What follows belongs to an exercise in optimizing a design on an open flow for small area, a short achievable clock period and few clock cycles per item; a production flow would make more cautious choices.
At most, simulation tests tie the RTL to the original design; equivalence was not proved. No driver is modelled on the clock port, so clocking that relies on it looks cheaper here than on a real chip.

## grad_stream
module grad_stream (
    input  wire       clk,
    input  wire       rst,
    input  wire       in_valid,
    output wire       in_ready,
    input  wire       in_sof,
    input  wire [6:0] in_width,
    input  wire [1:0] in_preset,
    input  wire [7:0] in_pix,
    output reg        out_valid,
    input  wire       out_ready,
    output reg  [7:0] out_mag
);
Size: about 1,200 flip-flops, roughly 45,000 µm² of cells after synthesis.
clock: 30.0 ns
lec_check: 0
abc_area: 1
cap_margin: 20
core_margin: 2
core_utilization: 65
slew_margin: 20
standard.sh (not shown) runs the stock make flow with config.mk's settings and CLKGATE_MAP_FILE= SYNTH_SCRIPT=/design/flow/synth_recipe.tcl, a recipe that flattens the netlist after the stock synthesis.
==> flow/flow/run.sh <==
#!/bin/bash
# Layout: the standard flow (standard.sh, which runs the standard
# synthesis unchanged), with two changes to how the layout is made:
#  - the port buffers are sky130_fd_sc_hd__buf_2 (buffer_ports otherwise
#    picks a slow delay cell); every input and output port still gets one;
#  - clock tree synthesis clusters up to 30 sinks per leaf buffer, uses
#    clkbuf_8/clkbuf_16 and no dummy loads, which needs far fewer clock
#    buffers; the tree stays balanced (no skew is added on purpose).
# The clock, its period and the I/O constraints are the standard flow's, unchanged.
# standard.sh's output is kept in standard.log and the tools' own logs are
# copied to flow_logs/.
set -uo pipefail
export BUFFER_PORTS_ARGS="-buffer_cell sky130_fd_sc_hd__buf_2"
export CTS_ARGS="-sink_clustering_enable -repair_clock_nets -sink_clustering_size 30 -sink_clustering_max_diameter 120 -dont_use_dummy_load -buf_list {sky130_fd_sc_hd__clkbuf_8 sky130_fd_sc_hd__clkbuf_16}"
bash standard.sh > standard.log 2>&1
st=$?
cp -r orfs/logs flow_logs 2>/dev/null || true
exit $st
Change:
--- a/flow/design.v
+++ b/flow/design.v
@@ -267,15 +267,15 @@
     wire sqw143 = sqw85 ^ sqw112 ^ sqw113;
     wire sqw144 = (sqw85 & sqw112) | (sqw85 & sqw113) | (sqw112 & sqw113);
     wire sqw145 = sqw86 ^ sqw114;
     wire sqw146 = sqw86 & sqw114;
     wire [16:0] sq_ra = {sqw146, sqw144, sqw142, sqw140, sqw138, sqw136, sqw134, sqw132, sqw130, sqw128, sqw126, sqw124, sqw122, sqw120, sqw118, sqw116, sqw87};
     wire [16:0] sq_rb = {1'b0, sqw145, sqw143, sqw141, sqw139, sqw137, sqw135, sqw133, sqw131, sqw129, sqw127, sqw125, sqw123, sqw121, sqw119, sqw117, sqw115};
     wire [16:0] sq_c = sq_ra + sq_rb;
-    localparam CUT = 3;
+    localparam CUT = 4;
     wire [8:0] rem_w  [0:8];
     wire [7:0] root_w [0:8];
     reg                  pv2, sat2;
     reg [CUT-1:0]        root2;
     reg [CUT:0]          rem2;
     reg [2*(8-CUT)-1:0]  low2;
     assign rem_w[0]  = 9'd0;
@@ -308,46 +308,46 @@
     always @(posedge clk) begin
         sat2  <= big1 || sq_c[16];
         root2 <= root_w[CUT][CUT-1:0];
         rem2  <= rem_w[CUT][CUT:0];
         low2  <= sq_c[2*(8-CUT)-1:0];
     end
     reg [7:0] q [0:QD-1];
-    reg [2:0] wp, rp;
-    reg [3:0] qn;           
-    reg [3:0] nout;         
-    wire qe    = (qn == 4'd0);
+    reg [1:0] wp, rp;       
+    reg [2:0] qn;           
+    reg [2:0] nout;         
+    wire qe    = (qn == 3'd0);
     wire ofree = !out_valid || out_ready;
     wire push  = pv2 && !(ofree && qe);       
     wire [7:0] mag_c = sat2 ? 8'd255 : root_w[8];
     always @(posedge clk) begin
         if (pv2) q[wp] <= mag_c;
         if (ofree && (!qe || pv2)) out_mag <= qe ? mag_c : q[rp];
     end
-    wire [3:0] nb  = nout - {3'd0, acc_r && !interior};
-    wire [3:0] nbp = nb + 4'd1;
-    wire [3:0] nbm = nb - 4'd1;
+    wire [2:0] nb  = nout - {2'd0, acc_r && !interior};
+    wire [2:0] nbp = nb + 3'd1;
+    wire [2:0] nbm = nb - 3'd1;
     wire       inc = in_valid && rdy;
     wire       dec = out_valid && out_ready;
-    wire [3:0] nnext = inc ? (dec ? nb : nbp) : (dec ? nbm : nb);
+    wire [2:0] nnext = inc ? (dec ? nb : nbp) : (dec ? nbm : nb);
     wire       rnext = inc ? (dec ? (nb <= QD) : (nbp <= QD)) : (dec ? (nbm <= QD) : (nb <= QD));
-    wire [3:0] qn_free = qe ? 4'd0 : qn - 4'd1 + {3'd0, pv2};
-    wire [3:0] qn_hold = qn + {3'd0, pv2};
+    wire [2:0] qn_free = qe ? 3'd0 : qn - 3'd1 + {2'd0, pv2};
+    wire [2:0] qn_hold = qn + {2'd0, pv2};
     always @(posedge clk) begin
         if (rst) begin
             pv1 <= 1'b0; pv2 <= 1'b0;
-            wp <= 3'd0; rp <= 3'd0; qn <= 4'd0;
+            wp <= 2'd0; rp <= 2'd0; qn <= 3'd0;
             out_valid <= 1'b0;
-            nout <= 4'd0;
+            nout <= 3'd0;
             rdy <= 1'b1;
         end else begin
             pv1 <= acc_r && interior;
             pv2 <= pv1;
-            if (push)  wp <= (wp == QD - 1) ? 3'd0 : wp + 3'd1;
-            if (ofree && !qe) rp <= (rp == QD - 1) ? 3'd0 : rp + 3'd1;
+            if (push)  wp <= wp + 2'd1;
+            if (ofree && !qe) rp <= rp + 2'd1;
             qn <= ofree ? qn_free : qn_hold;
             out_valid <= ofree ? (!qe || pv2) : 1'b1;
             nout <= nnext;
             rdy  <= rnext;
         end
     end
 endmodule
Routed wire length is higher by 2.2%; global-route usage is higher by 0.48 points; worst setup slack gets worse by 120 ps; first-iteration DRC count is higher by 7.2%; final area barely changes; maximum frequency fell by 1.7%; final cell count rose by 0.36%; die area hardly moves; synthesized cell count climbs by 0.40%; worst hold slack loses 13 ps.
Function was not checked in any run of this note: the RTL went through the layout flow alone.

Another version of the RTL of grad_stream (not shown whole).
Size in the first run: ~2700 cells after synthesis, roughly 1200 flip-flops, about 32 I/O pins, roughly 0.045 mm^2 of cells after synthesis.
Settings: LEC_CHECK=0, ABC_AREA=1, CAP_MARGIN=20, CORE_MARGIN=2, CORE_UTILIZATION=65, SLEW_MARGIN=20; clock period 30.0 ns.
Scripts as last shown in full above: flow/flow/run.sh
Testbench counts at the start, summed over its fixed seeds: cycles 48,030, items 48,000.
Rerun with:
--- a/flow/design.v
+++ b/flow/design.v
@@ -268,13 +268,13 @@
     wire sqw144 = (sqw85 & sqw112) | (sqw85 & sqw113) | (sqw112 & sqw113);
     wire sqw145 = sqw86 ^ sqw114;
     wire sqw146 = sqw86 & sqw114;
     wire [16:0] sq_ra = {sqw146, sqw144, sqw142, sqw140, sqw138, sqw136, sqw134, sqw132, sqw130, sqw128, sqw126, sqw124, sqw122, sqw120, sqw118, sqw116, sqw87};
     wire [16:0] sq_rb = {1'b0, sqw145, sqw143, sqw141, sqw139, sqw137, sqw135, sqw133, sqw131, sqw129, sqw127, sqw125, sqw123, sqw121, sqw119, sqw117, sqw115};
     wire [16:0] sq_c = sq_ra + sq_rb;
-    localparam CUT = 4;
+    localparam CUT = 2;
     wire [8:0] rem_w  [0:8];
     wire [7:0] root_w [0:8];
     reg                  pv2, sat2;
     reg [CUT-1:0]        root2;
     reg [CUT:0]          rem2;
     reg [2*(8-CUT)-1:0]  low2;
Outcome:
- The new run finished with timing, DRC and antenna clean
- worst setup slack loses 1.4 ns
- global-route usage hardly moves
- wire length barely changes
- clock-buffer cell count does not change
- design area went down by 0.32%
- die area drops by 0.42%
- via count is higher by 0.75%
- worst hold slack is worse by 0.0066 ns
- clock skew rises by 0.023 ns
- non-clock buffer count stays the same
No functional check of the RTL was part of the second run of this note.

==> what the ideal ports hide <==
Ports are ideal in the flow. The routed layouts listed here were re-timed in OpenROAD.
Step 1 sets driving cells, clkbuf_16 on the clock port and buf_2 on the other inputs (assumed; they add their load-dependent delay and slew).
Step 2 times the ports against the registers' clock, not the clock port: input delays grow and output delays shrink by t, the midpoint of the rising clock arrivals with the driver on.
a / b / c = ideal ports / drivers / drivers and shift; a / b = the first two.
| run | t, ns | setup slack, ns | worst setup path after step 2 | latest minus earliest clock arrival (ns) | worst data-port slew with drivers (ns) |
|---|---|---|---|---|---|
| the first run of note 1 | 0.651 | 22.827 / 22.827 / 22.690 | input to register | 0.099 / 0.098 | 0.04 |
| the second run of note 1 | 0.655 | 22.705 / 22.705 / 22.662 | input to register | 0.098 / 0.098 | 0.04 |
| the first run of note 2 | 0.655 | 22.892 / 22.827 / 22.646 | input to register | 0.071 / 0.071 | 0.12 |
| the second run of note 2 | 0.658 | 21.536 / 21.536 / 21.536 | register to register | 0.096 / 0.096 | 0.05 |
After both steps setup and hold are still met in every run listed. For the first run of note 2, which loses most, drivers alone change the setup slack by -0.065 ns; drivers and shift together by -0.246 ns.
